Source: an optimization exercise on an open RTL-to-GDS flow (aim: small area and few clock cycles). Production flows keep margins and buffers that such runs may drop.
Function was checked by simulation only, so behaviour that the tests miss may differ from the original.
No activity file was given, so power comes from the tool's default toggle rates.

## JK
==> flow/design.v (excerpt) <==
module mode_engine (
    input  wire         clk,
    input  wire         rst,           
    input  wire         cmd_valid,
    output wire         cmd_ready,
    input  wire [31:0]  cmd_word,
    input  wire [31:0]  len,
    input  wire [31:0]  aad_len,
    input  wire [127:0] iv,
    input  wire [127:0] tag_in,
    input  wire [7:0]   ksd,
    input  wire [7:0]   kst,
    input  wire [7:0]   ght,
    output wire         done,
    output wire [3:0]   result,
    output wire [127:0] tag_out,
    output wire         in_ready,
    input  wire         in_valid,
    input  wire [127:0] in_data,
    output wire         out_valid,
    output wire [127:0] out_data,
    output wire         bc_req,
    output wire         bc_dec,
    output wire [7:0]   bc_key,
    output wire [127:0] bc_in,
    input  wire         bc_ack,
    input  wire [127:0] bc_out,
    output wire         gh_req,
    output wire [7:0]   gh_key,
    output wire [127:0] gh_acc,
    output wire [127:0] gh_data,
    input  wire         gh_ack,
    input  wire [127:0] gh_out
);
    localparam [3:0] R_OK       = 4'h1;
    localparam [3:0] R_TAGGED   = 4'h2;
    localparam [3:0] R_VERIFIED = 4'h3;
    localparam [3:0] R_ERR_LEN  = 4'h8;
    localparam [3:0] R_ERR_AUTH = 4'h9;
    localparam [3:0] R_ERR_ILL  = 4'hA;
    localparam [2:0] S_IDLE  = 3'd0;
    localparam [2:0] S_DONE  = 3'd1;
    localparam [2:0] S_ERR   = 3'd2;    
    localparam [2:0] S_TWK   = 3'd3;    
    localparam [2:0] S_FETCH = 3'd4;    
    localparam [2:0] S_RUN   = 3'd5;    
    localparam [2:0] S_GCM   = 3'd6;
    localparam [1:0] P_AAD = 2'd0;      
    localparam [1:0] P_DAT = 2'd1;      
    localparam [1:0] P_LEN = 2'd2;      
    localparam [1:0] P_REL = 2'd3;      
    reg  [2:0]   state;
    reg  [1:0]   ph;
    reg          yp;        
    reg          fl;        
    reg          ekq;       
    reg          ekh;       
    reg          bcr;
    reg          ghr;
    reg  [28:0]  ctr;       
    reg  [3:0]   res;
    reg  [127:0] X;
    reg  [127:0] Y;
    wire       legal  = (cmd_word[31:3] == 29'h0) && (cmd_word[1:0] != 2'd0);
    wire       dir    = cmd_word[2];
    wire       is_cbc = (cmd_word[1:0] == 2'd1);
    wire       is_xts = (cmd_word[1:0] == 2'd2);
  ...
Settings: LEC_CHECK=0, CAP_MARGIN=20, CORE_AREA=10 10 390 390, CTS_BUF_LIST=sky130_fd_sc_hd__clkbuf_8 sky130_fd_sc_hd__clkbuf_16, CTS_CLUSTER_DIAMETER=100, CTS_CLUSTER_SIZE=20, DIE_AREA=0 0 400 400, PLACE_DENSITY=0.7, SLEW_MARGIN=20; clock period 10.0 ns.
standard.sh (not shown) runs the stock make flow with config.mk's settings and CLKGATE_MAP_FILE= SYNTH_SCRIPT=/design/flow/synth_recipe.tcl, a recipe that flattens the netlist after the stock synthesis.
==> flow/flow/run.sh <==
#!/bin/bash
# The standard layout (standard.sh, ORFS's own scripts) with two changes:
#  - ABC maps the logic with an area-oriented script (flow/abc.script) in
#    place of abc_speed.script; everything else in synthesis is unchanged,
#    so the registers are the standard synthesis's;
#  - the port buffers are the smallest buffer cell (buf_1) instead of the
#    delay buffer buffer_ports picks by default. Every port still gets one.
# Output: make's log in standard.log, each step's log under orfs/logs/.
set -euo pipefail
here="$(cd "$(dirname "$0")" && pwd)"
rm -rf scripts
cp -r "$FLOW_HOME/scripts" scripts
cp "$here/abc.script" scripts/abc_speed.script
export BUFFER_PORTS_ARGS="-buffer_cell sky130_fd_sc_hd__buf_1"
bash standard.sh SCRIPTS_DIR="$PWD/scripts" finish > standard.log 2>&1
==> flow/flow/abc.script <==
strash
&get -n
&st
&synch2
&if -K 6 -a
&mfs
&st
&synch2
&if -K 6 -a
&mfs
&st
&dch
&nf -a
&put
topo
stime -c
Testbench counts of JK, summed over its fixed seeds: cycles 35,847.
Changes in MS relative to JK:
- swapping 20 for 40 in SLEW_MARGIN
- clearing PLACE_DENSITY, which used to be 0.7
- swapping 10 10 390 390 for 10 10 510 510 in CORE_AREA
- swapping 0 0 400 400 for 0 0 520 520 in DIE_AREA
- swapping 100 for 120 in CTS_CLUSTER_DIAMETER
- swapping 20 for 24 in CTS_CLUSTER_SIZE
--- outcome ---
Taking MS over JK, the total power of the final layout ratio works out to 1.11.
Area added between synthesis and finish ends up lower on JK.
MS went all the way through the flow, and no timing, DRC or antenna check failed.
Cmp JK and MS / initial core utilization / lower: MS
Modified inputs, AL compared to MS
- CTS_CLUSTER_SIZE removed (was 24)
- CORE_AREA changed from 10 10 510 510 to 10 10 390 390
- SLEW_MARGIN changed from 40 to 20
- DIE_AREA changed from 0 0 520 520 to 0 0 400 400
- CTS_BUF_LIST changed from sky130_fd_sc_hd__clkbuf_8 sky130_fd_sc_hd__clkbuf_16 to sky130_fd_sc_hd__clkbuf_4 sky130_fd_sc_hd__clkbuf_8
- CTS_CLUSTER_DIAMETER removed (was 120)
Notes after the runs:
- AL vs. MS: portion of the layout cell area used by non-clock buffers level; combinational fraction of design power moved down; worst hold path cell count moved down.
- Leakage power figure: AL vs MS down 1.4%
- Sequential-cell power consumption delta (AL -> MS): insignificant
- Cmp MS and AL / final core utilization / lower: MS
- Cmp MS and AL / sequential share of layout area / lower: MS
- | synthesized area divided by synthesized cell count | MS vs AL | ≈ equal |
- Relative to MS, the met3 wirelength from detailed routing of AL is higher by 1.4%.
Edits applied to the flow inputs when going from AL to TR:
- an added CTS_CLUSTER_SIZE of 24
- an added CTS_CLUSTER_DIAMETER of 120
- a change of CTS_BUF_LIST from sky130_fd_sc_hd__clkbuf_4 sky130_fd_sc_hd__clkbuf_8 to sky130_fd_sc_hd__clkbuf_8 sky130_fd_sc_hd__clkbuf_16
## What came out
- Between AL and TR, the flow reports length of routed wiring on met1 increasing slightly.
- Setup WNS AL -> TR: worse
- | final period utilization | TR vs AL | 1.0 points higher |
- NOTE final total power AL->TR decreased by more than 10%
- Compared with AL, TR shows a lower clock buffer count in the final layout.
- Route | TR vs AL | wire shorter in TR
- TR vs. AL: fraction of layout instances using a drive strength above 1 now smaller, power density of the placed cells now smaller, global-route track usage on met1 now larger.
- Cell area on TR is ahead of AL.
- As far as starting density of the core goes, TR and AL are indistinguishable; the numbers are identical.

* * *

Another version of the RTL of mode_engine (not shown whole).
Size in the first run: roughly 3600 cells after synthesis, about 300 flip-flops, ~1400 I/O pins.
// mode_engine
module mode_engine (
    input  wire         clk,
    input  wire         rst,           
    input  wire         cmd_valid,
    output wire         cmd_ready,
    input  wire [31:0]  cmd_word,
    input  wire [31:0]  len,
    input  wire [31:0]  aad_len,
    input  wire [127:0] iv,
    input  wire [127:0] tag_in,
    input  wire [7:0]   ksd,
    input  wire [7:0]   kst,
    input  wire [7:0]   ght,
    output wire         done,
    output wire [3:0]   result,
    output wire [127:0] tag_out,
    output wire         in_ready,
    input  wire         in_valid,
    input  wire [127:0] in_data,
    output wire         out_valid,
    output wire [127:0] out_data,
    output wire         bc_req,
    output wire         bc_dec,
    output wire [7:0]   bc_key,
    output wire [127:0] bc_in,
    input  wire         bc_ack,
    input  wire [127:0] bc_out,
    output wire         gh_req,
    output wire [7:0]   gh_key,
    output wire [127:0] gh_acc,
    output wire [127:0] gh_data,
    input  wire         gh_ack,
    input  wire [127:0] gh_out
);
    localparam [3:0] R_OK       = 4'h1;
    localparam [3:0] R_TAGGED   = 4'h2;
    localparam [3:0] R_VERIFIED = 4'h3;
    localparam [3:0] R_ERR_LEN  = 4'h8;
    localparam [3:0] R_ERR_AUTH = 4'h9;
    localparam [3:0] R_ERR_ILL  = 4'hA;
    localparam [2:0] S_IDLE  = 3'd0;
    localparam [2:0] S_DONE  = 3'd1;
    localparam [2:0] S_ERR   = 3'd2;    
    localparam [2:0] S_TWK   = 3'd3;    
    localparam [2:0] S_FETCH = 3'd4;    
    localparam [2:0] S_RUN   = 3'd5;    
    localparam [2:0] S_GCM   = 3'd6;
    localparam [1:0] P_AAD = 2'd0;      
    localparam [1:0] P_DAT = 2'd1;      
    localparam [1:0] P_LEN = 2'd2;      
    localparam [1:0] P_REL = 2'd3;      
    reg  [2:0]   state;
    reg  [1:0]   ph;
    reg          yp;        
    reg          fl;        
    reg          ekq;       
    reg          ekh;       
    reg          bcr;
    reg          ghr;
    reg  [28:0]  ctr;       
    reg  [3:0]   res;
    reg  [127:0] X;
  ...
export LEC_CHECK = 0
export CAP_MARGIN = 20
export CORE_AREA = 10 10 510 510
export DIE_AREA = 0 0 520 520
export SLEW_MARGIN = 20
create_clock -name core_clock -period 10.0 [get_ports {clk}]
==> flow/flow/run.sh <==
#!/bin/bash
# Standard layout, with the port buffers made from the smallest buffer cell
# (buf_1) instead of the delay buffer buffer_ports picks by default.
set -euo pipefail
export BUFFER_PORTS_ARGS="-buffer_cell sky130_fd_sc_hd__buf_1"
bash standard.sh finish > standard.log 2>&1
Testbench counts at the start, summed over its fixed seeds: cycles 35,862.
Then changed:
==> flow/flow/run.sh (replaced) <==
#!/bin/bash
# Standard layout with two changes:
#  - port buffers made from the smallest buffer cell (buf_1) instead of the
#    delay buffer buffer_ports picks by default;
#  - ABC's mapping script without its final buffer/upsize/downsize passes
#    (OpenROAD repairs timing and slew after placement anyway).
# Everything else, synthesis included, is ORFS's own scripts, unchanged.
set -euo pipefail
rm -rf scripts
cp -r "$FLOW_HOME/scripts" scripts
sed -i '/^buffer -c$/d;/^upsize -c$/d;/^dnsize -c$/d' scripts/abc_speed.script
export BUFFER_PORTS_ARGS="-buffer_cell sky130_fd_sc_hd__buf_1"
bash standard.sh SCRIPTS_DIR="$PWD/scripts" finish > standard.log 2>&1
Effect: Final area went down slightly; final cell count hardly moves; fmax went down by a few percent; clock-buffer cell count does not change; clock power barely changes; wire length went down by a few percent; global-route usage went down by 1.3 points; via count went down slightly; die area stays the same.
Then changed:
==> flow/run.sh (new file) <==
#!/bin/bash
# synth_recipe.tcl (not shown) runs the flow's synth.tcl, then flattens the netlist and writes it again
# the make line also repeats each setting of config.mk as NAME=value (left out here)
make -C /OpenROAD-flow-scripts/flow DESIGN_CONFIG=/design/flow/config.mk WORK_HOME=/design/flow/orfs CLKGATE_MAP_FILE= SYNTH_SCRIPT=/design/flow/synth_recipe.tcl finish
removed: flow/flow/run.sh
removed: flow/standard.sh
After rerunning: The changed run completed without violations. Via count rose by about 1.4%. Non-clock buffer count goes up by 81. Routed wire length goes up by about 5.5%. Clock skew drops by 27 ps.

[re-timing with driven ports]
No port has a modelled driver above. Below, the same layouts with a new extraction and two added sets of constraints.
Step 1: set_driving_cell puts a clkbuf_16 on clk and a buf_2 on each other input, an assumption about the parent block.
Step 2 times the ports against the registers' clock, not the clock port: input delays grow and output delays shrink by t, the midpoint of the rising clock arrivals with the driver on.
Three values: ideal ports, drivers, drivers and shift; two values: the first two.
run | shift t [ns] | slack for setup (ns) | worst setup path at the end | slew at the worst register clock pin (ns)
JK | 0.726 | 1.614 / 1.638 / 0.913 | input to register | 0.10 / 0.10
MS | 0.815 | 1.977 / 1.995 / 1.180 | input to register | 0.12 / 0.12
AL | 0.812 | 1.356 / 1.366 / 0.554 | input to register | 0.07 / 0.07
TR | 0.744 | 1.251 / 1.265 / 0.521 | input to register | 0.12 / 0.12
the first run of note 2 | 0.785 | 0.445 / 0.407 / 0.407 | input to output | 0.07 / 0.07
the second run of note 2 | 0.807 | 0.100 / 0.021 / 0.021 | input to output | 0.07 / 0.07
the third run of note 2 | 0.790 | 0.214 / 0.178 / 0.178 | input to output | 0.07 / 0.07
After both steps setup and hold are still met in every run listed. The setup slack of AL, which loses most, moves by +0.010 ns with the drivers and by -0.802 ns with both steps.
